What follows belongs to an exercise in optimizing a design on an open flow for small area, a short achievable clock period and few clock cycles; a production flow would make more cautious choices. In this exercise RTL edits were held to simulation tests only and were not proved equivalent to the original. No activity file was given, so power comes from the tool's default toggle rates.

### flow/flow/run.sh
#!/bin/bash
# The standard layout (standard synthesis unchanged) with two changes to how it is made:
# - the timing repair aims at a larger setup margin, so it keeps improving paths that are
#   already well inside the clock period;
# - the port buffers are buf_4 cells instead of the resizer's default pick.
# The make output goes to layout.log; each ORFS step's own log is under orfs/logs/.
set -euo pipefail
bash standard.sh SETUP_SLACK_MARGIN=8.5 "BUFFER_PORTS_ARGS=-buffer_cell sky130_fd_sc_hd__buf_4" finish > layout.log 2>&1
### flow/standard.sh
#!/bin/bash
# synth_recipe.tcl (not shown) runs the flow's synth.tcl, then flattens the netlist and writes it again
# the make line also repeats each setting of config.mk as NAME=value (left out here)
make -C /OpenROAD-flow-scripts/flow DESIGN_CONFIG=/design/flow/config.mk WORK_HOME=/design/flow/orfs CLKGATE_MAP_FILE= SYNTH_SCRIPT=/design/flow/synth_recipe.tcl "${@:-finish}"
### flow/config.mk
export PLATFORM = sky130hd
export DESIGN_NAME = plx_top
export DESIGN_NICKNAME = plx_top
export VERILOG_FILES = /design/flow/design.v
export SDC_FILE = /design/flow/constraint.sdc
export NUM_CORES = 4
export LEC_CHECK = 0
export CAP_MARGIN = 20
export CORE_MARGIN = 2
export CORE_UTILIZATION = 40
export CTS_BUF_LIST = sky130_fd_sc_hd__clkbuf_4 sky130_fd_sc_hd__clkbuf_8
export PLACE_DENSITY = 0.6
export SLEW_MARGIN = 20
### flow/constraint.sdc
create_clock -name core_clock -period 13.0 [get_ports {clk}]
set_input_delay 2.6000 -clock core_clock [delete_from_list [all_inputs] [get_ports {clk}]]
set_output_delay 2.6000 -clock core_clock [all_outputs]
set_load 0.01 [all_outputs]
### flow/design.v
module plx_top (
    input             clk,
    input             rst,
    input             host_valid,
    input             host_write,
    input      [4:0]  host_addr,      
    input      [31:0] host_wdata,
    output            host_ready,
    output reg        host_rvalid,
    output reg [31:0] host_rdata,
    output            mem_rreq,
    output     [31:0] mem_raddr,
    input             mem_rgnt,
    input             mem_rvalid,
    input      [7:0]  mem_rdata,
    output            mem_wreq,
    output     [31:0] mem_waddr,
    output     [7:0]  mem_wdata,
    input             mem_wgnt
);
    localparam [1:0] ST_UNCONF = 2'd0, ST_CONF = 2'd1, ST_HALT = 2'd3;
    localparam [1:0] C_IDLE = 2'd0, C_CHECK = 2'd1, C_COPY = 2'd2;
    localparam [3:0] K_STR = 4'd0, K_RINIT = 4'd1, K_RADD = 4'd2, K_RITER = 4'd3,
                     K_ABINIT = 4'd4, K_ABITER = 4'd5, K_LEN1 = 4'd6, K_LEN2 = 4'd7,
                     K_CAP = 4'd8, K_DST = 4'd9, K_GO = 4'd10;
    reg [1:0]  state;
    reg [7:0]  sg_format;
    reg [31:0] sg_width, sg_height;
    reg        sg_crop_en;
    reg [31:0] sg_crop_w, sg_crop_h;
    reg [31:0] spd_addr, spd_stride;
    reg [31:0] dst_addr, dst_cap;
    reg [7:0]  g_format;
    reg [31:0] g_width, g_height;
    reg        g_crop_en;
    reg [31:0] g_crop_w, g_crop_h;
    reg [2:0]  pd_valid;
    reg [31:0] pd_addr0, pd_addr1, pd_addr2;
    reg [31:0] pd_stride0, pd_stride1, pd_stride2;
    reg        badplane;
    reg [1:0]  err_e;             
    reg [1:0]  err_s;
    reg        out_valid;
    reg [31:0] out_addr;
    reg [29:0] ab;                
    reg        cmderr;
    reg        v_sf, v_sw, v_sh, v_scw, v_sch, v_pda, v_pds, v_dsta, v_dstc;
    reg        v_gf, v_gw, v_gh, v_gcw, v_gch;
    wire [7:0]  sg_format_v  = v_sf  ? sg_format  : 8'd0;
    wire [31:0] sg_width_v   = v_sw  ? sg_width   : 32'd0;
    wire [31:0] sg_height_v  = v_sh  ? sg_height  : 32'd0;
    wire [31:0] sg_crop_w_v  = v_scw ? sg_crop_w  : 32'd0;
    wire [31:0] sg_crop_h_v  = v_sch ? sg_crop_h  : 32'd0;
    wire [31:0] spd_addr_v   = v_pda ? spd_addr   : 32'd0;
    wire [31:0] spd_stride_v = v_pds ? spd_stride : 32'd0;
    wire [31:0] dst_addr_v   = v_dsta ? dst_addr  : 32'd0;
    wire [31:0] dst_cap_v    = v_dstc ? dst_cap   : 32'd0;
    wire [7:0]  g_format_v   = v_gf  ? g_format   : 8'd0;
    wire [31:0] g_width_v    = v_gw  ? g_width    : 32'd0;
    wire [31:0] g_height_v   = v_gh  ? g_height   : 32'd0;
    wire [31:0] g_crop_w_v   = v_gcw ? g_crop_w   : 32'd0;
    wire [31:0] g_crop_h_v   = v_gch ? g_crop_h   : 32'd0;
    reg        ready_q;
    reg        t_v, t_w;
    reg [4:0]  t_a;
    reg [31:0] t_d;
    reg        tc_cfg, tc_set, tc_ext, tc_srst, tc_bad;
    assign host_ready = ready_q;
    wire host_fire = host_valid && ready_q;
    wire h_cmd   = host_fire && host_write && (host_addr == 5'd0);
    wire h_rsv0  = (host_wdata[31:16] == 16'd0);
    wire h_arg0  = (host_wdata[15:8] == 8'd0);
    wire h_cfg   = h_rsv0 && h_arg0 && (host_wdata[7:0] == 8'h01);
    wire h_set   = h_rsv0 && (host_wdata[7:0] == 8'h02);
    wire h_ext   = h_rsv0 && h_arg0 && (host_wdata[7:0] == 8'h03);
    wire h_srst  = h_rsv0 && h_arg0 && (host_wdata[7:0] == 8'h04);
    wire [31:0] eff_w = g_crop_en ? g_crop_w_v : g_width_v;
    wire [31:0] eff_h = g_crop_en ? g_crop_h_v : g_height_v;
    wire [30:0] half_w = eff_w[31:1];
    wire [30:0] half_h = eff_h[31:1];
    wire        hw_one = (half_w == 31'd1);
    wire        hh_one = (half_h == 31'd1);
    wire fmt_ok  = (g_format_v == 8'd1) || (g_format_v == 8'd2);
    wire odd_dim = g_width_v[0] || g_height_v[0] || (g_crop_en && (g_crop_w_v[0] || g_crop_h_v[0]));
    wire t_cmd    = tc_cfg || tc_set || tc_ext || tc_srst || tc_bad;
    wire rejected = tc_bad || ((state == ST_HALT) && !tc_srst);
    wire [7:0] arg = t_d[15:8];
    wire early_fail = (state == ST_UNCONF) || !fmt_ok || badplane || odd_dim ||
                      (pd_valid != 3'b111);
    reg  [1:0]  ctl;              
    wire        c_idle = !ctl[0] && !ctl[1];
    wire        c_chk  = ctl[0];
    wire        c_copy = ctl[1];
    wire [32:0] ab4 = {1'b0, ab, 2'b00};
    wire        ab_sel1 = c_idle && t_a[3];    
    wire [32:0] ab_sum = ab4 + (ab_sel1 ? {3'b000, ab} : {2'b00, ab, 1'b0});
    wire [31:0] status = {8'd0, 2'b00, err_e, 2'b00, err_s, 2'd0, pd_valid, cmderr, badplane,
                          out_valid, 2'b00, err_e, 2'd0, state};
    wire [1:0] sem1 = out_valid ? g_format[1:0] : 2'd0;
    wire [1:0] sem2 = out_valid ? {g_format[0], g_format[1]} : 2'd0;
    wire [31:0] rd_mux =
        ({32{(t_a == 5'd1)}} & status) |
        ({32{(t_a == 5'd2 && v_sf)}} & {24'd0, sg_format}) |
        ({32{(t_a == 5'd3 && v_sw)}} & sg_width) |
        ({32{(t_a == 5'd4 && v_sh)}} & sg_height) |
        ({32{(t_a == 5'd5)}} & {31'd0, sg_crop_en}) |
        ({32{(t_a == 5'd6 && v_scw)}} & sg_crop_w) |
        ({32{(t_a == 5'd7 && v_sch)}} & sg_crop_h) |
        ({32{(t_a == 5'd8 && v_pda)}} & spd_addr) |
        ({32{(t_a == 5'd9 && v_pds)}} & spd_stride) |
        ({32{(t_a == 5'd10 && v_dsta)}} & dst_addr) |
        ({32{(t_a == 5'd11 && v_dstc)}} & dst_cap) |
        ({32{(t_a == 5'd12 && v_gf)}} & {24'd0, g_format}) |
        ({32{(t_a == 5'd13 && v_gw)}} & g_width) |
        ({32{(t_a == 5'd14 && v_gh)}} & g_height) |
        ({32{(t_a == 5'd15)}} & {31'd0, g_crop_en}) |
        ({32{(t_a == 5'd16 && v_gcw)}} & g_crop_w) |
        ({32{(t_a == 5'd17 && v_gch)}} & g_crop_h) |
        ({32{(t_a == 5'd18 && out_valid)}} & ab_sum[31:0]) |
        ({32{(t_a == 5'd19 && out_valid)}} & out_addr) |
        ({32{(t_a == 5'd21 && out_valid)}} & ab4[31:0]) |
        ({32{(t_a == 5'd24 && out_valid)}} & ab4[31:0]) |
        ({32{(t_a == 5'd25 && out_valid)}} & {2'b00, ab}) |
        ({32{(t_a == 5'd26)}} & {30'd0, sem1}) |
        ({32{(t_a == 5'd28 && out_valid)}} & ab_sum[31:0]) |
        ({32{(t_a == 5'd29 && out_valid)}} & {2'b00, ab}) |
        ({32{(t_a == 5'd30)}} & {30'd0, sem2});
    reg [3:0]  step;
    reg [2:0]  ph;                
    reg        fl_v;              
    reg [1:0]  fl_e, fl_s;
    reg [32:0] acc;               
    reg [32:0] mc;                
    reg [31:0] mr;                
    reg [31:0] raddr;
    reg        lc_q, lr_q;        
    reg [2:0]  fr_ok;             
    reg [2:0]  pd_sbad;           
    reg [2:0]  pd_small;          
    reg        rreq_q, wreq_q, rdone;
    reg [2:0]  cnt;               
    reg [2:0]  fc;                
    reg [7:0]  q0, q1, q2, q3;    
    wire [31:0] p_w = ph[0] ? eff_w : {1'b0, half_w};
    wire [30:0] hh_m1 = half_h - 31'd1;
    wire [31:0] p_hm1 = ph[0] ? {hh_m1, 1'b1} : {1'b0, hh_m1};
    wire [31:0] p_addr = ({32{ph[0]}} & pd_addr0) | ({32{ph[1]}} & pd_addr1) | ({32{ph[2]}} & pd_addr2);
    wire [31:0] p_stride = ({32{ph[0]}} & pd_stride0) | ({32{ph[1]}} & pd_stride1) |
                           ({32{ph[2]}} & pd_stride2);
    wire [31:0] n_addr = ph[0] ? pd_addr1 : pd_addr2;
    wire        empty = (eff_w == 32'd0) || (eff_h == 32'd0);
    wire        geo_small = (eff_w[31:30] == 2'd0) && (eff_h[31:16] == 16'd0);
    wire [2:0]  fast_ok = {3{geo_small}} & pd_small;
    wire        set_sbad = spd_stride_v < ((arg == 8'd0) ? eff_w : {1'b0, half_w});
    wire        set_small = (spd_addr_v[31:30] == 2'd0) && (spd_stride_v[31:15] == 17'd0);
    wire        mr_zero = (mr == 32'd0);
    wire [32:0] add_b = c_copy ? {1'b0, p_stride} : mc;
    wire [32:0] acc_add = acc + add_b;
    wire        range_over = acc[32] && (acc[31:0] != 32'd0);
    wire        ab_big = (acc[32:30] != 3'd0) || (!mr_zero && (mc[32:30] != 3'd0));
    wire        cap_bad = acc[32] || (acc[31:0] > dst_cap_v);
    wire        dst_bad = acc[32] && (acc[31:0] != 32'd0);
    wire racc = rreq_q && mem_rgnt;
    wire wacc = wreq_q && mem_wgnt;
    wire rdone_n = rdone || (racc && lc_q && lr_q && ph[2]);
    wire [2:0] cnt_n = cnt + {2'b00, racc} - {2'b00, wacc};
    wire [2:0] fc_n  = fc + {2'b00, mem_rvalid} - {2'b00, wacc};
    wire full_n  = ((cnt == 3'd4) && !wacc) || ((cnt == 3'd3) && racc && !wacc);
    wire empty_n = ((fc == 3'd0) && !mem_rvalid) || ((fc == 3'd1) && wacc && !mem_rvalid);
    wire fin     = rdone && ((cnt == 3'd0) || ((cnt == 3'd1) && wacc));
    wire [3:0] push = {4{mem_rvalid}} &
                      (wacc ? {fc == 3'd4, fc == 3'd3, fc == 3'd2, fc == 3'd1}
                            : {fc == 3'd3, fc == 3'd2, fc == 3'd1, fc == 3'd0});
    assign mem_rreq  = rreq_q;
    assign mem_raddr = raddr;
    assign mem_wreq  = wreq_q;
    assign mem_waddr = out_addr;    
    assign mem_wdata = q0;
    task automatic clear_frame;
        begin
            pd_valid <= 3'd0;
            badplane <= 1'b0;
        end
    endtask
    task automatic clear_results;
        begin
            err_e <= 2'd0; err_s <= 2'd0;
            out_valid <= 1'b0;
        end
    endtask
    task automatic clear_all;
        begin
            state <= ST_UNCONF;
            v_sf <= 1'b0; v_sw <= 1'b0; v_sh <= 1'b0; v_scw <= 1'b0; v_sch <= 1'b0;
            v_pda <= 1'b0; v_pds <= 1'b0; v_dsta <= 1'b0; v_dstc <= 1'b0;
            v_gf <= 1'b0; v_gw <= 1'b0; v_gh <= 1'b0; v_gcw <= 1'b0; v_gch <= 1'b0;
            sg_crop_en <= 1'b0; g_crop_en <= 1'b0;
            cmderr <= 1'b0;
            clear_frame;
            clear_results;
        end
    endtask
    task automatic fail(input [1:0] e, input [1:0] s);
        begin
            clear_results;
            err_e <= e;
            err_s <= s;
            clear_frame;
            if (e == 2'd2)
                state <= ST_HALT;
            ctl <= C_IDLE;
            ready_q <= 1'b1;
        end
    endtask
    always @(posedge clk) begin
        t_w <= host_write;
        t_a <= host_addr;
        t_d <= host_wdata;
        host_rdata <= rd_mux;
    end
    always @(posedge clk) begin
        if (rst) begin
            clear_all;
            ready_q <= 1'b1;
            t_v <= 1'b0;
            tc_cfg <= 1'b0; tc_set <= 1'b0; tc_ext <= 1'b0; tc_srst <= 1'b0; tc_bad <= 1'b0;
            host_rvalid <= 1'b0;
            ctl <= C_IDLE;
            rreq_q <= 1'b0;
            wreq_q <= 1'b0;
            fl_v <= 1'b0;
        end else begin
            t_v <= host_fire;
            tc_cfg  <= h_cmd && h_cfg;
            tc_set  <= h_cmd && h_set;
            tc_ext  <= h_cmd && h_ext;
            tc_srst <= h_cmd && h_srst;
            tc_bad  <= h_cmd && !(h_cfg || h_set || h_ext || h_srst);
            host_rvalid <= t_v && !t_w;
            if (c_idle && !tc_ext)
                ready_q <= !(h_cmd && h_ext);
            if (t_v && t_w) begin
                case (t_a)
                    5'd2:  begin sg_format  <= t_d[7:0]; v_sf <= 1'b1; end
                    5'd3:  begin sg_width   <= t_d; v_sw <= 1'b1; end
                    5'd4:  begin sg_height  <= t_d; v_sh <= 1'b1; end
                    5'd5:  sg_crop_en <= t_d[0];
                    5'd6:  begin sg_crop_w  <= t_d; v_scw <= 1'b1; end
                    5'd7:  begin sg_crop_h  <= t_d; v_sch <= 1'b1; end
                    5'd8:  begin spd_addr   <= t_d; v_pda <= 1'b1; end
                    5'd9:  begin spd_stride <= t_d; v_pds <= 1'b1; end
                    5'd10: begin dst_addr   <= t_d; v_dsta <= 1'b1; end
                    5'd11: begin dst_cap    <= t_d; v_dstc <= 1'b1; end
                    default: ;
                endcase
            end
            if (t_cmd) begin
                if (rejected) begin
                    cmderr <= 1'b1;
                    if (tc_ext)
                        ready_q <= 1'b1;
                end else begin
                    cmderr <= 1'b0;
                    if (tc_srst) begin
                        clear_all;
                    end else if (tc_cfg) begin
                        g_format  <= sg_format;
                        g_width   <= sg_width;
                        g_height  <= sg_height;
                        g_crop_en <= sg_crop_en;
                        g_crop_w  <= sg_crop_w;
                        g_crop_h  <= sg_crop_h;
                        v_gf <= v_sf; v_gw <= v_sw; v_gh <= v_sh; v_gcw <= v_scw; v_gch <= v_sch;
                        clear_frame;
                        clear_results;
                        state <= ST_CONF;
                    end else if (tc_set) begin
                        if (arg >= 8'd3) begin
                            badplane <= 1'b1;
                        end else if (arg == 8'd0) begin
                            pd_valid[0] <= 1'b1; pd_addr0 <= spd_addr_v; pd_stride0 <= spd_stride_v;
                            pd_sbad[0] <= set_sbad; pd_small[0] <= set_small;
                        end else if (arg == 8'd1) begin
                            pd_valid[1] <= 1'b1; pd_addr1 <= spd_addr_v; pd_stride1 <= spd_stride_v;
                            pd_sbad[1] <= set_sbad; pd_small[1] <= set_small;
                        end else begin
                            pd_valid[2] <= 1'b1; pd_addr2 <= spd_addr_v; pd_stride2 <= spd_stride_v;
                            pd_sbad[2] <= set_sbad; pd_small[2] <= set_small;
                        end
                    end else begin
                        if (state == ST_UNCONF)
                            fail(2'd1, 2'd3);
                        else if (!fmt_ok)
                            fail(2'd1, 2'd0);
                        else if (badplane)
                            fail(2'd1, 2'd1);
                        else if (odd_dim)
                            fail(2'd1, 2'd2);
                        else if (pd_valid != 3'b111)
                            fail(2'd2, 2'd0);
                        else if (pd_sbad != 3'd0)
                            fail(2'd2, 2'd1);
                        else begin
                            ctl <= C_CHECK;
                            step <= (empty || fast_ok == 3'b111) ? K_ABINIT : K_RINIT;
                            fr_ok <= fast_ok;
                            ph <= 3'b001;
                            fl_v <= 1'b0;
                        end
                    end
                end
            end
            case (1'b1)
            c_chk: begin
                if (fl_v) begin
                    fail(fl_e, fl_s);
                end else begin
                    case (step)
                    K_RINIT: begin
                        acc <= {1'b0, p_addr};
                        mc <= {1'b0, p_w};
                        if ((fr_ok & ph) != 3'd0) begin
                            if (ph[2])
                                step <= K_ABINIT;
                            else
                                ph <= {ph[1:0], 1'b0};
                        end else
                            step <= K_RADD;
                    end
                    K_RADD: begin
                        acc <= acc_add;
                        mc <= {1'b0, p_stride};
                        mr <= p_hm1;
                        step <= K_RITER;
                    end
                    K_RITER: begin
                        fl_v <= range_over || (!mr_zero && mc[32]);
                        fl_e <= 2'd2; fl_s <= 2'd2;
                        if (mr_zero) begin
                            if (ph[2]) begin
                                step <= K_ABINIT;
                            end else begin
                                ph <= {ph[1:0], 1'b0};
                                step <= K_RINIT;
                            end
                        end else begin
                            if (mr[0])
                                acc <= acc_add;
                            mc <= {mc[32] | mc[31], mc[30:0], 1'b0};
                            mr <= {1'b0, mr[31:1]};
                        end
                    end
                    K_ABINIT: begin
                        acc <= 33'd0;
                        mc <= {2'b00, half_w};
                        mr <= {1'b0, half_h};
                        step <= K_ABITER;
                    end
                    K_ABITER: begin
                        fl_v <= ab_big;
                        fl_e <= 2'd3; fl_s <= 2'd0;
                        if (mr_zero)
                            step <= K_LEN1;
                        else begin
                            if (mr[0])
                                acc <= acc_add;
                            mc <= {mc[32] | mc[31], mc[30:0], 1'b0};
                            mr <= {1'b0, mr[31:1]};
                        end
                    end
                    K_LEN1: begin
                        ab <= acc[29:0];
                        step <= K_LEN2;
                    end
                    K_LEN2: begin
                        acc <= ab_sum;
                        mc <= {1'b0, dst_addr_v};
                        step <= K_CAP;
                    end
                    K_CAP: begin
                        fl_v <= cap_bad;
                        fl_e <= 2'd3; fl_s <= 2'd0;
                        acc <= acc_add;         
                        step <= K_DST;
                    end
                    K_DST: begin
                        fl_v <= dst_bad;
                        fl_e <= 2'd3; fl_s <= 2'd1;
                        step <= K_GO;
                    end
                    default: begin  
                        err_e <= 2'd0; err_s <= 2'd0;
                        out_valid <= 1'b1;
                        out_addr <= dst_addr_v;
                        clear_frame;
                        state <= ST_CONF;
                        if (ab == 30'd0) begin
                            ctl <= C_IDLE;
                            ready_q <= 1'b1;
                        end else begin
                            ctl <= C_COPY;
                            ph <= 3'b001;
                            acc <= {1'b0, pd_addr0};
                            raddr <= pd_addr0;
                            mc <= {1'b0, eff_w};
                            mr <= eff_h;
                            lc_q <= 1'b0;       
                            lr_q <= 1'b0;       
                            rreq_q <= 1'b1;
                            wreq_q <= 1'b0;
                            rdone <= 1'b0;
                            cnt <= 3'd0;
                            fc <= 3'd0;
                        end
                    end
                    endcase
                end
            end
            c_copy: begin
                if (racc) begin
                    if (!lc_q) begin
                        mc[31:0] <= mc[31:0] - 32'd1;
                        raddr <= raddr + 32'd1;
                        lc_q <= (mc[31:0] == 32'd2);
                    end else if (!lr_q) begin
                        mc[31:0] <= p_w;
                        mr <= mr - 32'd1;
                        acc <= acc_add;
                        raddr <= acc_add[31:0];
                        lc_q <= !ph[0] && hw_one;
                        lr_q <= (mr == 32'd2);
                    end else if (!ph[2]) begin
                        ph <= {ph[1:0], 1'b0};
                        mc[31:0] <= {1'b0, half_w};
                        mr <= {1'b0, half_h};
                        acc <= {1'b0, n_addr};
                        raddr <= n_addr;
                        lc_q <= hw_one;
                        lr_q <= hh_one;
                    end
                end
                rdone <= rdone_n;
                cnt <= cnt_n;
                rreq_q <= !rdone_n && !full_n;
                if (wacc) begin
                    out_addr <= out_addr + 32'd1;
                    q0 <= q1; q1 <= q2; q2 <= q3;
                end
                if (mem_rvalid) begin
                    if (push[0]) q0 <= mem_rdata;
                    if (push[1]) q1 <= mem_rdata;
                    if (push[2]) q2 <= mem_rdata;
                    if (push[3]) q3 <= mem_rdata;
                end
                fc <= fc_n;
                wreq_q <= !empty_n;
                if (fin) begin
                    out_addr <= dst_addr_v;
                    ctl <= C_IDLE;
                    ready_q <= 1'b1;
                    rreq_q <= 1'b0;
                    wreq_q <= 1'b0;
                end
            end
            default: ;
            endcase
        end
    end
endmodule
==> out/qor.yml, run 1 <==
fp.coreArea_um2: 125000
viasPerCell: 6.60
die-area_um2: 128000
ir_worst_vdd_uv: 112
fin_skew_ns: 0.0647
grt.total_usage_pct: 32.2
synth_cells: 4604
rows: 130
ioPinCount: 160
grt_pass1_vias: 40187
rr_startpoint: "g_crop_en$_SDFFE_PP0P_"
place_area_um2: 53400
synth.most_common_cell: "edfxtp_1"
synth_edf_count: 844
holdWs_ns: 0.402
p_sw_w: 0.00150
report.power.total_w: 0.00646
sw_frac_of_total_pct: 23.2
synth_top_area_share_pct: 50.5
detail_route.iter0.violations: 7196
setup_tns_ns: 0
drt_wl_total_um: 212000
ys_types: 90
netlist_top_cells_count: "edfxtp_1 (844), nand2_1 (420), nor2_1 (362)"
ys_warn_count: 1
syn_avg_cell_area_um2: 10.9
hold_viol_final: 0
vias: 43231
finalInstanceArea_um2: 57400
nNetsFinal: 4947
crit_path_end_kind: "flop"
clock-root-buffer: "clkbuf_8"
hold_buffers: 0
antenna_found_initial: 14
cts_tree: "built"
h-tree-depth: 4
drive_gt1_share_pct: 14.6
status: "finished clean"
clock_latency_ns: 0.94
rsz0062_at_grt: "true"
syn-num-nets: 4796
syn2layout_area_growth_pct: 14.2
yosysSeqAreaShare_pct: 54.9
drc_errors: 0
min-delay-start: "t_w$_DFF_P_"
die_w_um: 358
r2r_slack_ns: 8.50
crit_type: "flop to flop"
maxCapViolCount: 0
setup_viol: 0
slew_viol_final: 0
max_slew_margin_pct: 22.2
first_pass_iters: 8
leakage_nw: 19.1
worstHoldPathCells: 1
min_to: "host_rvalid$_SDFF_PP0_"
synthTopCellsByArea: "edfxtp_1 (50%), dfxtp_1 (4.4%), ha_1 (3.4%), a21oi_1 (3.3%), nand2_1 (3.1%)"
die-height_um: 358
p_seq_share_pct: 51.7
timing.final.ws_setup_ns: 8.50
synth-main-ff-cell: "edfxtp_1"
rr_worst_depth: 10
path_clk_slew_ns: 0.06
rr_endpoint: "step[0]$_DFFE_PN_"
start_util_pct: 40.2
gr-total-overflow: 0
async_flop_share_pct: 0
synth_top_area_cell: "edfxtp_1"
pwr-share-comb_pct: 3.2
wl_per_cell_um: 32.4
ant_nets: 0
tightest_slew_ns: 1.15
period_minus_slack_ns: 4.50
intPower_w: 0.00496
crit_arrival_ns: 5.13
worst_setup_path_start_kind: "flop"
hpwl_um: 152000
clockBufferDepth: 3
cts_sinks: 955
largestRegisters: "acc (33), mc (33)"
cts_buffers: 160
gp_congestion: 1.02
cp_max_fo: 40
grt_pass1_wl_um: 295000
finalCritPeriodShare_pct: 34.6
crit_required_ns: 13.63
portBuffers: 159
fmax_mhz: 222
place_ws_ns: 7.42
power.share.clock_pct: 45.2
hp-class: "flop to flop"
syn_area_um2: 50200
powerDensity_nw_per_um2: 113
grt_max_degree: 75
synth_seq_cells: 955
## area by class of cell
class                   instances  area, um2
multi-input cells            3305      21800
flip-flops and latches        955      27600
inverters                      48        183
repair buffers                285       2260
diodes                          9       22.5
fillers                     11502      67700
well taps                    1650       2060
clock buffers                 223       2790
clock inverters                72        639
## through the flow
step	cells	util, %
2_1_floorplan	4604	-
3_3_place_gp	6219	42.7
3_5_place_dp	6219	42.7
4_1_cts	6520	45.6
5_1_grt	6539	45.8
6_report	6547	45.9
## worst max-delay path by stage
stage | cells past startpoint | slack, ns | end | startpoint
3_3_place_gp | 5 | 7.48 | pd_small[1]$_DFFE_PP_ | rst
6_report | 10 | 8.50 | step[0]$_DFFE_PN_ | g_crop_en$_SDFFE_PP0P_
3_5_place_dp | 5 | 7.42 | pd_addr1[0]$_DFFE_PP_ | rst
4_1_cts | 14 | 8.44 | acc[30]$_DFFE_PP_ | ph[0]$_DFFE_PN_
5_1_grt | 17 | 8.44 | acc[30]$_DFFE_PP_ | ph[2]$_DFFE_PN_
2_1_floorplan | 5 | 7.62 | pd_addr2[0]$_DFFE_PP_ | rst
## what timing repair did
action                                  in CTS  in global routing
resized for setup                           21                 28
cloned                                       1                  0
pin swaps                                    5                 12
buffers inserted                             5                 16
endpoints found under the setup margin     178                 44
## metal layers
layer	GRT usage, %	wire length [um]
met1	43.2	80300
met2	46.9	90000
met3	11.5	32000
met4	13.9	9850
met5	0	40
## critical path, stage by stage, from the launching register on
cell,delay (ns)
dfxtp_1,0.60
nor2b_4,0.06
buf_4,0.33
a22oi_1,0.90
nand3_1,0.30
or4_1,0.87
nor3_4,0.40
and4_1,0.31
nor4_1,0.11
a21oi_1,0.16
o22ai_1,0.08
## power by group through the flow
stage | sequential, W | combinational (W) | clock [W]
after CTS | 0.00334 | 0.000195 | 0.00293
after global routing | 0.00334 | 0.000215 | 0.00306
final | 0.00334 | 0.000206 | 0.00292
after floorplan | 0.00339 | 0.000118 | 0
after detailed placement | 0.00340 | 0.000193 | 0
after global placement | 0.00340 | 0.000192 | 0
## logic make-up (layout without fill, tap and decap cells)
logic type	Yosys count	count (layout)	share of synthesized area [%]
muxes	108	108	2.25
and+or+nand+nor	1420	1421	13.6
adders and majority gates	140	140	3.55
DFF	955	955	54.9
buffers and inverters	345	628	2.65
other	0	9	0
xor gates and xnor gates	206	206	3.59
AOI/OAI and AO/OA	1430	1430	19.5
## layout by cell type (no fill, tap or decap), types with 94 or more instances in the layout
master      n
a21oi_1   324
ha_1      135
xnor2_1   118
a222oi_1   94
a22oi_1   161
nand2_1   419
clkbuf_8  178
nor2_1    348
edfxtp_1  844
dfxtp_1   107
nand3_1   130
buf_4     273
o21ai_0   237
Testbench counts, summed over its fixed seeds: cycles 52,093.
==> run 2, diff against run 1 <==
--- a/flow/config.mk
+++ b/flow/config.mk
@@ -8,6 +8,5 @@
 export CAP_MARGIN = 20
 export CORE_MARGIN = 2
 export CORE_UTILIZATION = 40
-export CTS_BUF_LIST = sky130_fd_sc_hd__clkbuf_4 sky130_fd_sc_hd__clkbuf_8
 export PLACE_DENSITY = 0.6
 export SLEW_MARGIN = 20
==> run 2 against run 1 <==
  * Global-route usage shrank 0.16 points
  * Synthesized area is the same
  * Clock power grew 5%
  * Still clean
  * Via count shrank 0.80%
  * Core utilization grew 0.050 points
  * Critical endpoint unchanged
==> out/qor.yml, run 2 <==
crit_type: "flop to flop"
fin_util_pct: 45.9  # +0.050 points
gp_congestion: 1.02  # unchanged
hp-class: "flop to flop"
fp.coreArea_um2: 125000  # unchanged
detail_route.iter0.violations: 7261  # +0.90%
setup_viol: 0  # unchanged
max_slew_margin_pct: 25.8  # +3.5 points
synth_top_area_share_pct: 50.5  # unchanged
cts_buffers: 101  # -37%
synth_seq_cells: 955  # unchanged
ir_worst_vdd_uv: 93.9  # -16%
syn_area_um2: 50200  # unchanged
final_common_cell: "edfxtp_1"
syn2layout_area_growth_pct: 14.3
grt_pass1_vias: 39709  # -1.2%
cp_max_fo: 40  # unchanged
tightest_slew_ns: 1.11  # -0.0405 ns
drt-met1-wl_um: 80700  # +0.50%
synthTopCellsByArea: "edfxtp_1 (50%), dfxtp_1 (4.4%), ha_1 (3.4%), a21oi_1 (3.3%), nand2_1 (3.1%)"
setup_tns_ns: 0  # unchanged
viasPerCell: 6.66  # +0.82%
vias: 42886  # -0.80%
async_flop_share_pct: 0  # unchanged
slowest_delay_ns: 0.89  # about the same
slew_viol_final: 0  # unchanged
finalCritPeriodShare_pct: 34.7  # +0.045 points
start_util_pct: 40.2  # unchanged
drive_gt1_share_pct: 12.7  # -1.9 points
layout_common_cells: "edfxtp_1 (844), nand2_1 (419), nor2_1 (348), a21oi_1 (324), buf_4 (276)"
synth_top_area_cell: "edfxtp_1"
holdWs_ns: 0.407  # +0.00515 ns
powerDensity_nw_per_um2: 115  # +2.1%
period_minus_slack_ns: 4.51  # +0.00590 ns
wl_met3_um: 30700  # -4.3%
fin_skew_ns: 0.0481  # -0.0165 ns
netlist_top_cells_count: "edfxtp_1 (844), nand2_1 (420), nor2_1 (362)"
grt_max_degree: 75  # unchanged
grt.total_usage_pct: 32.1  # -0.16 points
rsz0062_at_grt: "true"
worstPathCellList: "nor2b_4 > buf_4 > a22oi_2 > nand3_2 > nor4_2 > nand2_1 > nor3_2 > nor4_1 > a21oi_1 > o22ai_1"
portBuffers: 159  # unchanged
die-height_um: 358  # unchanged
nNetsFinal: 4895  # -1.1%
worst_setup_path_start_kind: "flop"
ant_nets: 0  # unchanged
antenna_found_initial: 17  # +3
maxCapViolCount: 0  # unchanged
first_pass_iters: 9  # +1
largestRegisters: "acc (33), mc (33)"
ys_types: 90  # unchanged
fmax_mhz: 222  # -0.13%
hold_buffers: 0  # unchanged
clock_latency_ns: 0.75  # -0.19 ns
status: "finished clean"
cts_sinks: 955  # unchanged
yosysSeqAreaShare_pct: 54.9  # unchanged
crit_required_ns: 13.45  # -0.18 ns
synth_edf_count: 844  # unchanged
rows: 130  # unchanged
syn_avg_cell_area_um2: 10.9  # unchanged
leakage_nw: 19.0  # -0.62%
grt_pass1_wl_um: 295000  # -0.18%
synth.most_common_cell: "edfxtp_1"
route.met2.wl_um: 89500  # -0.48%
clockBufferDepth: 3  # unchanged
crit_path_end_kind: "flop"
wl_per_cell_um: 32.8  # +1.2%
clock-root-buffer: "clkbuf_16"
die_w_um: 358  # unchanged
report.power.total_w: 0.00660  # +2.2%
h-tree-depth: 3  # -1
hpwl_um: 152000  # unchanged
drc_errors: 0  # unchanged
die-area_um2: 128000  # unchanged
slowest_stage: "a22oi_2"
cts_tree: "built"
syn-num-nets: 4796  # unchanged
highest_layer: "met5"
drt_wl_total_um: 211000  # -0.41%
gr-total-overflow: 0  # unchanged
path_clk_slew_ns: 0.06  # about the same
synth-main-ff-cell: "edfxtp_1"
ys_warn_count: 1  # unchanged
ioPinCount: 160  # unchanged
synth_cells: 4604  # unchanged
crit_arrival_ns: 4.95  # -0.18 ns
hold_viol_final: 0  # unchanged
==> run 2: cell counts after synthesis <==
Identical to the previous run, type by type.
==> run 2: cell families (layout without fill, tap and decap cells) <==
family | Yosys count | in the layout | synth area share (%)
muxes | 108 | 108 | 2.25
adders and majority gates | 140 | 140 | 3.55
AOI/OAI and AO/OA | 1430 | 1430 | 19.5
other | 0 | 5 | 0
DFF | 955 | 955 | 54.9
buffers and inverters | 345 | 526 | 2.65
and+or+nand+nor | 1420 | 1422 | 13.6
xor gates and xnor gates | 206 | 206 | 3.59
==> run 2: where the power goes <==
group          total (W)  switching [W]  leakage (nW)  internal [W]
clock            0.00306        0.00129          1.66       0.00177
sequential       0.00334      0.0000239          8.10       0.00331
combinational   0.000206       0.000142          9.19     0.0000642
total            0.00660        0.00146          19.0       0.00514
==> run 2: path summary, 6_finish.rpt <==
kind | depth (start not counted) | startpoint | endpoint | slack, ns
max | 10 | g_crop_en$_SDFFE_PP0P_ | step[0]$_DFFE_PN_ | 8.49
min | 1 | t_w$_DFF_P_ | host_rvalid$_SDFF_PP0_ | 0.41
max reg2reg | 10 | g_crop_en$_SDFFE_PP0P_ | step[0]$_DFFE_PN_ | 8.49
min reg2reg | 1 | t_w$_DFF_P_ | host_rvalid$_SDFF_PP0_ | 0.41
==> run 2: cell type report <==
| class | count | area, um2 |
|---|---|---|
| clock inverters | 53 | 681 |
| multi-input cells | 3306 | 21800 |
| fillers | 11425 | 67700 |
| diodes | 5 | 12.5 |
| repair buffers | 291 | 2330 |
| well taps | 1650 | 2060 |
| inverters | 48 | 185 |
| flip-flops and latches | 955 | 27600 |
| clock buffers | 134 | 2750 |
==> run 2: repair_timing <==
item                       4_1_cts  5_1_grt
pin swaps                        6       18
setup buffers                    7       20
gates resized for setup         21       32
cloned                           2        0
setup endpoints to repair      237       36
==> run 2: worst max-delay path, delay by kind of cell (launching register included) <==
family,cells,cell delay [ns]
AO/OA/AOI/OAI,3,1.13
buffers and inverters,1,0.33
flip-flops,1,0.60
AND/OR/NAND/NOR,6,2.11
==> run 2: layer usage <==
| layer | GRT usage (%) | vias up |
|---|---|---|
| met5 | 0 | - |
| met4 | 13.7 | 6 |
| met3 | 10.7 | 509 |
| met2 | 46.9 | 3164 |
| met1 | 43.4 | 20977 |
| li1 | - | 18230 |
==> run 2: per-stage QoR <==
stage                     worst slack, ns  cells  area (um2)
after floorplan                      7.62   4604       50400
after global placement               7.48   6219       53400
after detailed placement             7.42   6219       53400
after CTS                            8.40   6415       57000
after global routing                 8.42   6437       57400
final                                8.49   6442       57400
==> run 3, diff against run 2 <==
--- a/flow/flow/run.sh
+++ b/flow/flow/run.sh
@@ -5,4 +5,4 @@
 # - the port buffers are buf_4 cells instead of the resizer's default pick.
 # The make output goes to layout.log; each ORFS step's own log is under orfs/logs/.
 set -euo pipefail
-bash standard.sh SETUP_SLACK_MARGIN=8.5 "BUFFER_PORTS_ARGS=-buffer_cell sky130_fd_sc_hd__buf_4" finish > layout.log 2>&1
+bash standard.sh SETUP_SLACK_MARGIN=8.8 "BUFFER_PORTS_ARGS=-buffer_cell sky130_fd_sc_hd__buf_4" finish > layout.log 2>&1
==> run 3 against run 2 <==
  * Combinational power grew 13%
  * Clock power up 2%
  * Synthesized cell count is the same
  * Count of clock-buffer cells in the layout fell by 6
  * Clock skew down 0.0039 ns
  * Non-clock buffer count up 37
  * Cell count is 0.64% higher
  * Setup slack better by 0.21 ns
  * First-iteration DRC count rose by 5.9%
  * Still clean
  * Fmax rose by 4.9%
  * Power is 1.5% higher
==> out/qor.yml, run 3 <==
status: "finished clean"
seqCellArea_um2: 27600  # about the same
synth_edf_count: 844  # unchanged
yosysSeqAreaShare_pct: 54.9  # unchanged
gp_congestion: 1.01  # -1.1%
cts_buffers: 102  # +0.99%
synthAdderAreaFrac_pct: 3.55  # unchanged
slowest_stage: "a22o_1"
cp_max_fo: 40  # unchanged
antenna_found_initial: 15  # -2
slew_viol_final: 0  # unchanged
first_pass_iters: 10  # +1
fill_cells: 11322  # -0.90%
rr_startpoint: "g_crop_en$_SDFFE_PP0P_"
start_util_pct: 40.2  # unchanged
ant_nets: 0  # unchanged
h-tree-depth: 3  # unchanged
nNetsFinal: 4934  # +0.80%
timing.final.ws_setup_ns: 8.70  # +0.210 ns
place_area_um2: 53500  # +0.10%
hp-class: "flop to flop"
synth.most_common_cell: "edfxtp_1"
drt_wl_total_um: 213000  # +0.71%
wl_per_cell_um: 32.8  # about the same
viasPerCell: 6.70  # +0.57%
synth_seq_cells: 955  # unchanged
vias: 43405  # +1.2%
crit_required_ns: 13.47  # +0.02 ns
ys_warn_count: 1  # unchanged
drive_gt1_share_pct: 15.0  # +2.3 points
multi_input_area_um2: 22300  # +2.2%
cts_tree: "built"
critPathLaunch: "g_crop_en$_SDFFE_PP0P_"
leakage_nw: 19.4  # +2.5%
setup_viol: 0  # unchanged
netlist_top_cells_count: "edfxtp_1 (844), nand2_1 (420), nor2_1 (362)"
die-area_um2: 128000  # unchanged
async_flop_share_pct: 0  # unchanged
tightest_slew_ns: 1.27  # +0.152 ns
holdWs_ns: 0.403  # -0.00380 ns
final_cells: 6483  # +0.64%
crit_arrival_ns: 4.77  # -0.18 ns
fin_skew_ns: 0.0442  # -0.00393 ns
synth-simple-area-share_pct: 13.6  # unchanged
grt_pass1_wl_um: 293000  # -0.73%
maxCapViolCount: 0  # unchanged
synthXorXnorAreaFrac_pct: 3.59  # unchanged
detail_route.iter0.violations: 7693  # +5.9%
hpwl_um: 148000  # -2.7%
layout_common_cells: "edfxtp_1 (844), nand2_1 (414), nor2_1 (348), a21oi_1 (310), buf_4 (295)"
rsz0062_at_grt: "true"
hold_viol_final: 0  # unchanged
portBuffers: 159  # unchanged
ioPinCount: 160  # unchanged
die_w_um: 358  # unchanged
period_minus_slack_ns: 4.30  # -0.210 ns
worstPathCellList: "and2_1 > buf_4 > a22o_1 > mux2i_1 > ha_1 > nand4_1 > or4_1 > a31oi_2 > a2111oi_4 > buf_4"
max_slew_margin_pct: 15.6  # -10 points
synth_top_area_cell: "edfxtp_1"
syn2layout_area_growth_pct: 16.7
syn_area_um2: 50200  # unchanged
fmax_mhz: 233  # +4.9%
dp_cells: 6217  # -0.032%
clock-root-buffer: "clkbuf_16"
clock_latency_ns: 0.76  # about the same
setup_tns_ns: 0  # unchanged
ir_worst_vdd_uv: 123  # +31%
synth_compound_area_share_pct: 19.5  # unchanged
gr-total-overflow: 0  # unchanged
crit_path_end_kind: "flop"
grt_pass1_vias: 39504  # -0.52%
crit_type: "flop to flop"
finalInstanceArea_um2: 58600  # +2.1%
synth_top_area_share_pct: 50.5  # unchanged
grt_max_degree: 77  # +2.7%
worst_setup_path_start_kind: "flop"
cts_sinks: 955  # unchanged
synth_cells: 4604  # unchanged
largestRegisters: "acc (33), mc (33)"
final_common_cell: "edfxtp_1"
rows: 130  # unchanged
clockBufferDepth: 3  # unchanged
synth-main-ff-cell: "edfxtp_1"
min-delay-start: "t_w$_DFF_P_"
syn_avg_cell_area_um2: 10.9  # unchanged
drc_errors: 0  # unchanged
fp.coreArea_um2: 125000  # unchanged
grt.total_usage_pct: 31.8  # -0.30 points
cp_common_cell: "buf_4"
synthTopCellsByArea: "edfxtp_1 (50%), dfxtp_1 (4.4%), ha_1 (3.4%), a21oi_1 (3.3%), nand2_1 (3.1%)"
muxShareOfSynthArea_pct: 2.25  # unchanged
syn-num-nets: 4796  # unchanged
die-height_um: 358  # unchanged
synth_top_family_by_area: "compound AO/OA/AOI/OAI gates"
finalCritPeriodShare_pct: 33.0  # -1.6 points
path_clk_slew_ns: 0.06  # about the same
ys_types: 90  # unchanged
slowest_delay_ns: 0.80  # -0.09 ns
powerDensity_nw_per_um2: 114  # -0.54%
place_ws_ns: 7.31  # -0.110 ns
==> run 3: changes by cell type in the layout (fill, tap and decap cells not counted), sizes merged, moves of 3 or more <==
cell,change
buf,+28
bufbuf,+6
clkbuf,-3
clkinv,+14
==> run 3: worst paths after layout <==
path,endpoint,slack [ns],depth (start not counted)
setup / recovery,pd_sbad[0]$_DFFE_PP_,8.70,10
hold / removal,host_rvalid$_SDFF_PP0_,0.40,1
setup reg to reg,pd_sbad[0]$_DFFE_PP_,8.70,10
hold reg to reg,host_rvalid$_SDFF_PP0_,0.40,1
==> run 3: worst max-delay path, delay by kind of cell (launching register included) <==
family          cells  cell delay, ns
compound gates      3            1.23
fa+ha+maj           1            0.34
buf+inv             2            0.73
flops               1            0.48
mux                 1            0.19
simple gates        3            0.99
==> run 3: what timing repair did <==
item | 4_1_cts | 5_1_grt
setup buffers | 19 | 38
cloned | 7 | 6
resized for setup | 56 | 114
endpoints found under the setup margin | 283 | 329
pin swaps | 18 | 53
hold buffers | 0 | 0
==> run 3: cell families after synthesis <==
kind of cell	after synthesis
compound gates	1430
simple gates	1420
flops	955
buf+inv	345
xor+xnor	206
fa+ha+maj	140
mux	108
==> run 3: final cells by class <==
class	instances	share of cell area (%)
Timing Repair Buffer	328	4.95
Tap cell	1650	3.52
Antenna cell	3	0.0128
Clock inverter	64	1.28
Inverter	48	0.324
Multi-Input combinational cell	3307	38.1
Sequential cell	955	47.1
Clock buffer	128	4.79
==> run 3: routing by layer <==
layer | GRT usage, % | vias up | share of wire [%]
met3 | 9.75 | 575 | 15
met4 | 13.8 | 20 | 5.0
met1 | 43.5 | 21145 | 37
met2 | 46.4 | 3343 | 42
li1 | - | 18322 | -
met5 | 0 | - | 0.14
==> run 3: stage by stage <==
step / total power [W] / utilization, %
2_1_floorplan: 0.00351 / -
3_3_place_gp: 0.00359 / 42.7
3_5_place_dp: 0.00359 / 42.7
4_1_cts: 0.00668 / 46.1
5_1_grt: 0.00684 / 46.9
6_report: 0.00670 / 46.9
==> run 3: report_power, final <==
part / switching, W / internal, W
registers: 0.0000239 / 0.00331
logic: 0.000154 / 0.0000788
clock network: 0.00132 / 0.00181
==> run 4, diff against run 3 <==
--- a/flow/flow/run.sh
+++ b/flow/flow/run.sh
@@ -5,4 +5,4 @@
 # - the port buffers are buf_4 cells instead of the resizer's default pick.
 # The make output goes to layout.log; each ORFS step's own log is under orfs/logs/.
 set -euo pipefail
-bash standard.sh SETUP_SLACK_MARGIN=8.8 "BUFFER_PORTS_ARGS=-buffer_cell sky130_fd_sc_hd__buf_4" finish > layout.log 2>&1
+bash standard.sh SETUP_SLACK_MARGIN=9.1 "BUFFER_PORTS_ARGS=-buffer_cell sky130_fd_sc_hd__buf_4" finish > layout.log 2>&1
==> run 4 against run 3 <==
  * Synthesized area stayed put
  * Global-route usage is 2.8 points higher
  * Die area stayed put
  * Clock skew is 0.0087 ns higher
  * Critical endpoint is now raddr[25]$_DFFE_PP_
  * Largest cell class unchanged
==> out/qor.yml, run 4 <==
nNetsFinal: 5254  # +6.5%
hpwl_um: 153000  # +3.2%
place_area_um2: 53500  # +0.11%
ys_warn_count: 1  # unchanged
p_seq_share_pct: 50.1  # +0.3 points
powerDensity_nw_per_um2: 106  # -7.0%
synth_seq_cells: 955  # unchanged
finalInstanceArea_um2: 62600  # +6.8%
worst_setup_path_start_kind: "flop"
die_w_um: 358  # unchanged
rsz0062_at_grt: "true"
cts_sinks: 955  # unchanged
ant_nets: 0  # unchanged
fp.coreArea_um2: 125000  # unchanged
cts_buffers: 103  # +0.98%
ys_types: 90  # unchanged
p_sw_w: 0.00151  # +1.1%
maxCapViolCount: 0  # unchanged
drc_errors: 0  # unchanged
grt_pass1_vias: 41953  # +6.2%
clockBufferDepth: 3  # unchanged
intPower_w: 0.00515  # -1.1%
worstHoldPathCells: 1  # unchanged
place_ws_ns: 7.33  # +0.0213 ns
detail_route.iter0.violations: 8137  # +5.8%
r2r_slack_ns: 8.70  # about the same
min_to: "host_rvalid$_SDFF_PP0_"
hold_viol_final: 0  # unchanged
setup_tns_ns: 0  # unchanged
synth.most_common_cell: "edfxtp_1"
antenna_found_initial: 20  # +5
sw_frac_of_total_pct: 22.7  # +0.38 points
rr_endpoint: "raddr[25]$_DFFE_PP_"
hold_buffers: 0  # unchanged
largestRegisters: "acc (33), mc (33)"
vias: 45786  # +5.5%
tightest_slew_ns: 1.19  # -0.0788 ns
setup_viol: 0  # unchanged
start_util_pct: 40.2  # unchanged
hp-class: "flop to flop"
holdWs_ns: 0.407  # +0.00434 ns
status: "finished clean"
grt_pass1_wl_um: 316000  # +8.1%
h-tree-depth: 3  # unchanged
final_common_cell: "edfxtp_1"
wl_per_cell_um: 33.9  # +3.4%
period_minus_slack_ns: 4.30  # +0.00185 ns
path_clk_slew_ns: 0.06  # about the same
async_flop_share_pct: 0  # unchanged
rr_startpoint: "ph[0]$_DFFE_PN_"
crit_type: "flop to flop"
max_slew_margin_pct: 20.0  # +4.4 points
timing.final.ws_setup_ns: 8.70  # -0.00185 ns
synthTopCellsByArea: "edfxtp_1 (50%), dfxtp_1 (4.4%), ha_1 (3.4%), a21oi_1 (3.3%), nand2_1 (3.1%)"
syn2layout_area_growth_pct: 24.7
power.share.clock_pct: 45.6  # -1.2 points
rows: 130  # unchanged
ir_worst_vdd_uv: 106  # -14%
syn-num-nets: 4796  # unchanged
synth_cells: 4604  # unchanged
cp_max_fo: 8  # -80%
netlist_top_cells_count: "edfxtp_1 (844), nand2_1 (420), nor2_1 (362)"
viasPerCell: 6.73  # +0.54%
leakage_nw: 21.4  # +10%
min-delay-start: "t_w$_DFF_P_"
die-height_um: 358  # unchanged
syn_avg_cell_area_um2: 10.9  # unchanged
cts_tree: "built"
die-area_um2: 128000  # unchanged
clock_latency_ns: 0.76  # about the same
ioPinCount: 160  # unchanged
clock-root-buffer: "clkbuf_16"
layout_common_cells: "edfxtp_1 (844), buf_4 (481), nand2_1 (410), nor2_1 (336), a21oi_1 (289)"
synth_top_area_share_pct: 50.5  # unchanged
rr_worst_depth: 18  # +8
finalCritPeriodShare_pct: 33.1  # about the same
crit_required_ns: 13.57  # +0.10 ns
first_pass_iters: 10  # unchanged
syn_area_um2: 50200  # unchanged
drt_wl_total_um: 231000  # +8.5%
gp_congestion: 0.983  # -2.5%
fmax_mhz: 233  # about the same
crit_path_end_kind: "flop"
portBuffers: 159  # unchanged
drive_gt1_share_pct: 23.0  # +8.0 points
gr-total-overflow: 0  # unchanged
slew_viol_final: 0  # unchanged
grt_max_degree: 76  # -1.3%
fin_skew_ns: 0.0529  # +0.00872 ns
synth_edf_count: 844  # unchanged
fin_util_pct: 50.1  # +3.2 points
yosysSeqAreaShare_pct: 54.9  # unchanged
synth_top_area_cell: "edfxtp_1"
synth-main-ff-cell: "edfxtp_1"
crit_arrival_ns: 4.87  # +0.10 ns
pwr-share-comb_pct: 4.3  # +0.8 points
grt.total_usage_pct: 34.6  # +2.8 points
==> run 4: what timing repair did <==
item,in CTS,in global routing
buffers inserted,288,82
pin swaps,134,102
endpoints found under the setup margin,735,585
gates cloned,18,3
resized for setup,339,157
==> run 4: how the worst max path moves through the flow <==
stage                    start                      end  slack [ns]  cells after the start
3_5_place_dp               rst  pd_stride0[4]$_DFFE_PP_        7.33                      5
6_report       ph[0]$_DFFE_PN_      raddr[25]$_DFFE_PP_        8.70                     18
2_1_floorplan              rst    pd_addr2[0]$_DFFE_PP_        7.62                      5
5_1_grt        ph[0]$_DFFE_PN_      raddr[25]$_DFFE_PP_        8.63                     18
3_3_place_gp               rst  pd_stride0[5]$_DFFE_PP_        7.40                      5
4_1_cts                    rst   dst_addr[23]$_DFFE_PP_        8.85                      4
==> run 4: metal layers <==
layer	vias up	wire length, um	track usage [%]	share of wire (%)
li1	18998	-	-	-
met1	22414	85700	45.6	37
met2	3657	96300	49.8	42
met3	701	34400	12.2	15
met4	16	14400	18.4	6.2
met5	-	100	0	0.043
==> run 4: cells by family (layout without fill, tap and decap cells) <==
| kind of cell | count (synthesis) | in the layout | share of synthesized area [%] |
|---|---|---|---|
| compound gates | 1430 | 1431 | 19.5 |
| simple gates | 1420 | 1427 | 13.6 |
| flops | 955 | 955 | 54.9 |
| buf+inv | 345 | 881 | 2.65 |
| xor+xnor | 206 | 206 | 3.59 |
| fa+ha+maj | 140 | 140 | 3.55 |
| mux | 108 | 108 | 2.25 |
| other cells | 0 | 4 | 0 |
==> run 4: power groups by stage <==
stage	combinational [W]	clock, W	sequential (W)
2_1_floorplan	0.000118	0	0.00339
3_3_place_gp	0.000190	0	0.00340
3_5_place_dp	0.000191	0	0.00340
4_1_cts	0.000257	0.00304	0.00334
5_1_grt	0.000292	0.00315	0.00334
6_report	0.000284	0.00304	0.00334
==> run 4: metrics by stage <==
| stage | total power (W) | std cells |
|---|---|---|
| detailed placement | 0.00360 | 6216 |
| global route | 0.00678 | 6799 |
| finish | 0.00666 | 6802 |
| floorplan | 0.00351 | 4604 |
| global placement | 0.00359 | 6216 |
| CTS | 0.00663 | 6713 |
==> run 4: critical path, cell delays in order (launching register included) <==
cell and delay (ns):
edfxtp_1 0.45, buf_6 0.17, buf_12 0.12, buf_16 0.14, a222oi_1 0.46, a21oi_1 0.18, ha_2 0.43, and4_1 0.26
a221oi_4 0.09, o31a_1 0.32, buf_6 0.14, buf_6 0.12, o31ai_4 0.18, a21oi_2 0.09, xor2_1 0.16, buf_4 0.16
mux2_4 0.29, mux2_2 0.26, o21ai_1 0.11
==> run 4: layout make-up <==
| class | count | area, um2 |
|---|---|---|
| inverters | 48 | 193 |
| well taps | 1650 | 2060 |
| diodes | 4 | 10.0 |
| clock inverters | 60 | 664 |
| fillers | 10867 | 62500 |
| flip-flops and latches | 955 | 27600 |
| clock buffers | 131 | 2750 |
| repair buffers | 642 | 5920 |
| multi-input cells | 3312 | 23400 |
==> run 5, diff against run 4 <==
--- a/flow/design.v
+++ b/flow/design.v
@@ -302,7 +302,7 @@
                             fail(2'd2, 2'd1);
                         else begin
                             ctl <= C_CHECK;
-                            step <= (empty || fast_ok == 3'b111) ? K_ABINIT : K_RINIT;
+                            step <= (empty || fast_ok == 3'b111) ? K_ABITER : K_RINIT;
                             fr_ok <= fast_ok;
                             ph <= 3'b001;
                             fl_v <= 1'b0;
@@ -360,12 +360,16 @@
                         fl_v <= ab_big;
                         fl_e <= 2'd3; fl_s <= 2'd0;
                         if (mr_zero)
-                            step <= K_LEN1;
+                            step <= K_LEN1;         
                         else begin
                             if (mr[0])
                                 acc <= acc_add;
                             mc <= {mc[32] | mc[31], mc[30:0], 1'b0};
                             mr <= {1'b0, mr[31:1]};
+                            if (mr[31:1] == 31'd0) begin
+                                ab <= mr[0] ? acc_add[29:0] : acc[29:0];
+                                step <= K_LEN2;
+                            end
                         end
                     end
                     K_LEN1: begin
@@ -373,6 +377,8 @@
                         step <= K_LEN2;
                     end
                     K_LEN2: begin
+                        fl_v <= (acc[32:30] != 3'd0);   
+                        fl_e <= 2'd3; fl_s <= 2'd0;
                         acc <= ab_sum;
                         mc <= {1'b0, dst_addr_v};
                         step <= K_CAP;
@@ -384,11 +390,9 @@
                         step <= K_DST;
                     end
                     K_DST: begin
-                        fl_v <= dst_bad;
-                        fl_e <= 2'd3; fl_s <= 2'd1;
-                        step <= K_GO;
-                    end
-                    default: begin  
+                      if (dst_bad) begin
+                        fail(2'd3, 2'd1);
+                      end else begin  
                         err_e <= 2'd0; err_s <= 2'd0;
                         out_valid <= 1'b1;
                         out_addr <= dst_addr_v;
@@ -412,7 +416,9 @@
                             cnt <= 3'd0;
                             fc <= 3'd0;
                         end
+                      end
                     end
+                    default: ;
                     endcase
                 end
             end
@@ -462,7 +468,11 @@
                     wreq_q <= 1'b0;
                 end
             end
-            default: ;
+            default: begin
+                acc <= 33'd0;
+                mc <= {2'b00, half_w};
+                mr <= {1'b0, half_h};
+            end
             endcase
         end
     end
--- a/flow/flow/run.sh
+++ b/flow/flow/run.sh
@@ -5,4 +5,4 @@
 # - the port buffers are buf_4 cells instead of the resizer's default pick.
 # The make output goes to layout.log; each ORFS step's own log is under orfs/logs/.
 set -euo pipefail
-bash standard.sh SETUP_SLACK_MARGIN=9.1 "BUFFER_PORTS_ARGS=-buffer_cell sky130_fd_sc_hd__buf_4" finish > layout.log 2>&1
+bash standard.sh SETUP_SLACK_MARGIN=8.5 "BUFFER_PORTS_ARGS=-buffer_cell sky130_fd_sc_hd__buf_4" finish > layout.log 2>&1
==> run 5 against run 4 <==
  * Worst hold slack worse by 0.0058 ns
  * Sequential share of layout area grew 2.7 points
  * Fmax is 5.4% lower
  * Critical path depth down 9
  * Sequential cell count shrank 1
  * Still clean on timing, DRC and antenna
  * Via count decreased by 2.5%
  * Cell count fell by 3.4%
  * Die area grew 1.9%
  * Register-to-register slack worse by 0.25 ns
  * Largest cell class unchanged
  * Synthesized cell count rose by 2.5%
  * Power is 5.7% higher
==> out/qor.yml, run 5 <==
fill_cells: 11870  # +9.2%
critPathTopFamily: "simple AND/OR/NAND/NOR gates"
ant_nets: 0  # unchanged
setup_tns_ns: 0  # unchanged
syn_area_um2: 51200  # +1.9%
ys_warn_count: 1  # unchanged
cts_buffers: 105  # +1.9%
highest_layer: "met5"
slowest_delay_ns: 0.75  # +0.29 ns
clock_latency_ns: 0.79  # +0.03 ns
final_common_cell: "edfxtp_1"
synthTopCellsByArea: "edfxtp_1 (49%), dfxtp_1 (4.3%), ha_1 (3.3%), nand2_1 (3.3%), o21ai_0 (3.0%)"
drc_errors: 0  # unchanged
netlist_top_cells_count: "edfxtp_1 (843), nand2_1 (451), nor2_1 (324)"
status: "finished clean"
cts_tree: "built"
largestRegisters: "acc (33), mc (33)"
clock-root-buffer: "clkbuf_16"
syn-num-nets: 4911  # +2.4%
gr-total-overflow: 0  # unchanged
hold_viol_final: 0  # unchanged
nNetsFinal: 5002  # -4.8%
slew_viol_final: 0  # unchanged
fin_util_pct: 46.3  # -3.8 points
crit_arrival_ns: 5.13  # +0.26 ns
slowest_stage: "dfxtp_2"
holdWs_ns: 0.402  # -0.00580 ns
tightest_slew_ns: 1.25  # +0.0606 ns
syn_avg_cell_area_um2: 10.8  # -0.59%
drt_wl_total_um: 221000  # -4.4%
period_minus_slack_ns: 4.54  # +0.247 ns
rsz0062_at_grt: "true"
yosysSeqAreaShare_pct: 53.8  # -1.1 points
crit_required_ns: 13.58  # about the same
viasPerCell: 6.79  # +0.92%
dp_cells: 6335  # +1.9%
hold_buffers: 0  # unchanged
cts_sinks: 954  # -0.10%
synth.most_common_cell: "edfxtp_1"
setup_viol: 0  # unchanged
ys_types: 90  # unchanged
powerDensity_nw_per_um2: 120  # +12%
hp-class: "flop to flop"
fin_skew_ns: 0.0747  # +0.0218 ns
drt-met1-wl_um: 83200  # -2.9%
grt_pass1_wl_um: 307000  # -2.8%
finalCritPeriodShare_pct: 35.0  # +1.9 points
die-area_um2: 131000  # +1.9%
die-height_um: 362  # +0.93%
ioPinCount: 160  # unchanged
cp_max_fo: 35  # +27
synth_top_area_cell: "edfxtp_1"
report.power.total_w: 0.00704  # +5.7%
syn2layout_area_growth_pct: 15.1
crit_buf_inv: 1  # -5
async_flop_share_pct: 0  # unchanged
worst_setup_path_start_kind: "flop"
crit_path_end_kind: "flop"
wl_per_cell_um: 33.6  # -1.0%
grt_pass1_vias: 40950  # -2.4%
synth_cells: 4719  # +2.5%
die_w_um: 362  # +0.93%
vias: 44633  # -2.5%
clockBufferDepth: 3  # unchanged
synth_seq_cells: 954  # -0.10%
start_util_pct: 40.2  # +0.084 points
synth_top_area_share_pct: 49.5  # -1.0 points
crit_type: "flop to flop"
max_slew_margin_pct: 16.8  # -3.2 points
hpwl_um: 155000  # +1.5%
drive_gt1_share_pct: 13.4  # -9.5 points
synth_edf_count: 843  # -0.12%
synth-main-ff-cell: "edfxtp_1"
detail_route.iter0.violations: 8165  # +0.34%
worstPathCellList: "buf_4 > nand2_1 > ha_1 > nand4_1 > nor4_2 > nand3_1 > o31a_1 > a311oi_1 > nor3_1"
ir_worst_vdd_uv: 115  # +7.7%
route.met2.wl_um: 89400  # -7.1%
wl_met3_um: 36000  # +4.6%
grt_max_degree: 101  # +33%
grt.total_usage_pct: 32.6  # -2.0 points
antenna_found_initial: 14  # -30%
fmax_mhz: 220  # -5.4%
rows: 131  # +0.77%
portBuffers: 159  # unchanged
final_cells: 6570  # -3.4%
leakage_nw: 20.6  # -3.4%
gp_congestion: 1.01  # +3.1%
layout_common_cells: "edfxtp_1 (843), nand2_1 (448), nor2_1 (310), o21ai_0 (298), buf_4 (293)"
h-tree-depth: 3  # unchanged
fp.coreArea_um2: 127000  # +1.7%
first_pass_iters: 9  # -1
path_clk_slew_ns: 0.06  # about the same
maxCapViolCount: 0  # unchanged
## run 5: cell count changes after synthesis, sizes merged, moves of 15 or more
| cell | change |
|---|---|
| a2111oi | +16 |
| a21oi | -38 |
| a221oi | +17 |
| clkbuf | +20 |
| mux2 | +15 |
| nand2 | +31 |
| nor2 | -37 |
| o211ai | +23 |
| o221ai | -18 |
| o22ai | +32 |
| or3 | +19 |
## run 5: kinds of logic after synthesis
logic type               synth area share (%)
adder cells (fa/ha/maj)                  3.48
flip-flops                               53.8
AO/OA/AOI/OAI                            20.1
multiplexers                             2.77
XOR/XNOR                                 3.37
AND/OR/NAND/NOR                          13.6
buffers and inverters                    2.95
## run 5: what timing repair did
item | in CTS | in global routing
resized for setup | 22 | 40
endpoints found under the hold margin | 0 | 0
pin swaps | 5 | 17
cloned | 2 | 1
setup endpoints to repair | 51 | 55
setup buffers | 7 | 17
## run 5: layout make-up
cell class	count	area, um2	share of cell area (%)
multi-input cells	3390	22700	38.5
flip-flops and latches	954	27500	46.8
repair buffers	308	2520	4.27
clock inverters	67	857	1.46
diodes	5	12.5	0.0212
inverters	51	204	0.346
clock buffers	133	2980	5.06
well taps	1662	2080	3.53
## run 5: worst reg2reg max path, stage by stage (launching register included)
cell and delay [ns]:
dfxtp_2 0.75, buf_4 0.58, nand2_1 0.38, ha_1 0.42
nand4_1 0.22, nor4_2 0.64, nand3_1 0.39, o31a_1 0.30
a311oi_1 0.56, nor3_1 0.14
## run 5: per-layer routing
metal	vias up	GRT usage (%)
li1	18752	-
met1	21781	43.2
met2	3521	45.8
met3	563	14.2
met4	16	14.3
met5	-	0
## run 5: path summary, 6_finish.rpt
kind,startpoint,to,slack [ns],cells after the start
worst max-delay path,v_dstc$_SDFF_PP0_,fl_v$_SDFF_PP0_,8.46,9
worst min-delay path,t_w$_DFF_P_,host_rvalid$_SDFF_PP0_,0.40,1
worst max register to register,v_dstc$_SDFF_PP0_,fl_v$_SDFF_PP0_,8.46,9
worst min register to register,t_w$_DFF_P_,host_rvalid$_SDFF_PP0_,0.40,1
## run 5: power breakdown
group	switching, W	internal [W]	leakage [nW]	total, W
Sequential	0.0000523	0.00333	9.12	0.00338
Combinational	0.000240	0.000120	9.67	0.000360
Clock	0.00137	0.00193	1.86	0.00330
Total	0.00166	0.00538	20.6	0.00704
## run 5: metrics by stage
step           worst slack (ns)  instance area (um2)
3_3_place_gp               7.85                54400
5_1_grt                    8.30                58900
3_5_place_dp               7.80                54400
6_report                   8.46                58900
2_1_floorplan              8.41                51400
4_1_cts                    8.39                58500
Testbench counts of run 5, summed over its fixed seeds: cycles 51,773.
==> run 6, diff against run 5 <==
--- a/flow/flow/run.sh
+++ b/flow/flow/run.sh
@@ -5,4 +5,4 @@
 # - the port buffers are buf_4 cells instead of the resizer's default pick.
 # The make output goes to layout.log; each ORFS step's own log is under orfs/logs/.
 set -euo pipefail
-bash standard.sh SETUP_SLACK_MARGIN=8.5 "BUFFER_PORTS_ARGS=-buffer_cell sky130_fd_sc_hd__buf_4" finish > layout.log 2>&1
+bash standard.sh SETUP_SLACK_MARGIN=8.8 "BUFFER_PORTS_ARGS=-buffer_cell sky130_fd_sc_hd__buf_4" finish > layout.log 2>&1
==> run 6 against run 5 <==
  * First-iteration DRC count grew 4.4%
  * Worst hold slack gained 0.0087 ns
  * Non-clock buffer count grew 56
  * Critical path depth is the same
  * Clock power shrank 4%
  * Core utilization grew 0.61 points
  * Wire length shrank 0.17%
  * Power shrank 1.3%
  * Sequential cell count is the same
  * Cell count grew 0.81%
  * Count of clock-buffer cells in the layout is the same
  * Register-to-register slack gained 0.22 ns
==> out/qor.yml, run 6 <==
status: "finished clean"
critPathTopFamily: "simple AND/OR/NAND/NOR gates"
fin_util_pct: 46.9  # +0.61 points
rsz0062_at_grt: "true"
synth_edf_count: 843  # unchanged
ant_nets: 0  # unchanged
slowest_delay_ns: 0.93  # +0.18 ns
setup_tns_ns: 0  # unchanged
clockBufferDepth: 3  # unchanged
yosysSeqAreaShare_pct: 53.8  # unchanged
grt.total_usage_pct: 32.1  # -0.48 points
hold_buffers: 0  # unchanged
syn-num-nets: 4911  # unchanged
nNetsFinal: 5060  # +1.2%
first_pass_iters: 10  # +1
grt_pass1_wl_um: 303000  # -1.5%
grt_pass1_vias: 40449  # -1.2%
hpwl_um: 153000  # -1.1%
syn_area_um2: 51200  # unchanged
slowest_stage: "nor4_2"
maxCapViolCount: 0  # unchanged
rows: 131  # unchanged
clock_latency_ns: 0.76  # -0.03 ns
netlist_top_cells_count: "edfxtp_1 (843), nand2_1 (451), nor2_1 (324)"
setup_viol: 0  # unchanged
ir_worst_vdd_uv: 117  # +2.6%
die_w_um: 362  # unchanged
path_clk_slew_ns: 0.06  # about the same
grt_max_degree: 91  # -9.9%
fmax_mhz: 231  # +5.2%
synth.most_common_cell: "edfxtp_1"
tightest_slew_ns: 1.33  # +0.0814 ns
synth-main-ff-cell: "edfxtp_1"
drive_gt1_share_pct: 15.4  # +2.0 points
detail_route.iter0.violations: 8524  # +4.4%
die-area_um2: 131000  # unchanged
h-tree-depth: 3  # unchanged
async_flop_share_pct: 0  # unchanged
gr-total-overflow: 0  # unchanged
finalCritPeriodShare_pct: 33.2  # -1.7 points
hp-class: "flop to flop"
synthTopCellsByArea: "edfxtp_1 (49%), dfxtp_1 (4.3%), ha_1 (3.3%), nand2_1 (3.3%), o21ai_0 (3.0%)"
period_minus_slack_ns: 4.32  # -0.225 ns
layout_common_cells: "edfxtp_1 (843), nand2_1 (448), buf_4 (333), nor2_1 (308), o21ai_0 (293)"
place_ws_ns: 7.67  # -0.134 ns
synth_cells: 4719  # unchanged
syn2layout_area_growth_pct: 16.6
crit_buf_inv: 0  # -1
start_util_pct: 40.2  # unchanged
==> run 6: cell types whose count changed in the layout (fill, tap and decap cells not counted), moves of 5 or more <==
cell      before  now
buf_6          1   10
inv_6          3    8
o21ai_0      298  293
a21oi_2        5   17
clkbuf_8      13    6
ha_4           0    8
buf_4        293  333
clkinv_2      21   14
ha_1         132  122
a21oi_1      284  270
clkbuf_1      10   18
==> run 6: final cells by class <==
| class | instances | area [um2] |
|---|---|---|
| diodes | 3 | 7.51 |
| clock buffers | 133 | 2830 |
| clock inverters | 64 | 816 |
| fillers | 11716 | 67500 |
| inverters | 51 | 211 |
| multi-input cells | 3392 | 23100 |
| flip-flops and latches | 954 | 27600 |
| well taps | 1662 | 2080 |
| repair buffers | 364 | 3070 |
==> run 6: path summary, 6_finish.rpt <==
check / to / slack [ns] / start / depth (start not counted)
min reg2reg: host_rvalid$_SDFF_PP0_ / 0.41 / t_w$_DFF_P_ / 1
min: host_rvalid$_SDFF_PP0_ / 0.41 / t_w$_DFF_P_ / 1
max: step[2]$_DFFE_PN_ / 8.68 / g_crop_en$_SDFFE_PP0P_ / 9
max reg2reg: step[2]$_DFFE_PN_ / 8.68 / g_crop_en$_SDFFE_PP0P_ / 9
==> run 6: routing by layer <==
layer  part of all wire [%]  GRT usage [%]  vias up
li1                       -              -    18889
met4                    6.2           15.9       10
met3                     17           13.5      605
met2                     40           44.3     3674
met1                     37           42.9    21793
met5                  0.029              0        -
==> run 6: repair_timing <==
item / 4_1_cts / 5_1_grt
hold endpoints to repair: 0 / 0
gates resized for setup: 60 / 91
setup buffers: 33 / 48
endpoints found under the setup margin: 339 / 141
pin swaps: 29 / 49
gates cloned: 3 / 6
==> run 6: cell families (layout without fill, tap and decap cells) <==
kind of cell    Yosys count  count (layout)  share of synthesized area, %
xor+xnor                197             197                          3.37
simple gates           1431            1433                          13.6
other cells               0               3                             0
fa+ha+maj               140             140                          3.48
compound gates         1487            1487                          20.1
mux                     135             135                          2.77
flops                   954             954                          53.8
buf+inv                 375             612                          2.95
==> run 6: worst register-to-register path, cell delays in order, from the launching register on <==
cell,delay (ns)
dfxtp_2,0.39
and2_4,0.36
a22oi_1,0.91
and4_1,0.34
nand4_1,0.23
nor4_2,0.93
and3_1,0.47
and2_1,0.21
a31oi_1,0.16
o22ai_1,0.15
==> run 6: stage by stage <==
step	hold WS [ns]	total power [W]	area (um2)	std cells
floorplan	0.388	0.00363	51500	4719
global placement	0.397	0.00377	54400	6329
detailed placement	0.404	0.00377	54400	6330
CTS	0.412	0.00691	58700	6563
global route	0.435	0.00709	59700	6620
finish	0.410	0.00695	59700	6623
==> run 6: power by group <==
part,switching [W],total (W),internal (W)
sequential,0.0000522,0.00338,0.00333
clock,0.00133,0.00318,0.00185
combinational,0.000249,0.000385,0.000136
total,0.00164,0.00695,0.00531

Re-timed with assumed drivers on the ports (clkbuf_16 on the clock, buf_2 on other inputs), run 6 has 8.680 ns of setup slack against 8.680 ns with ideal ports, and 8.086 ns once port delays also move by the mid clock arrival of 0.807 ns.
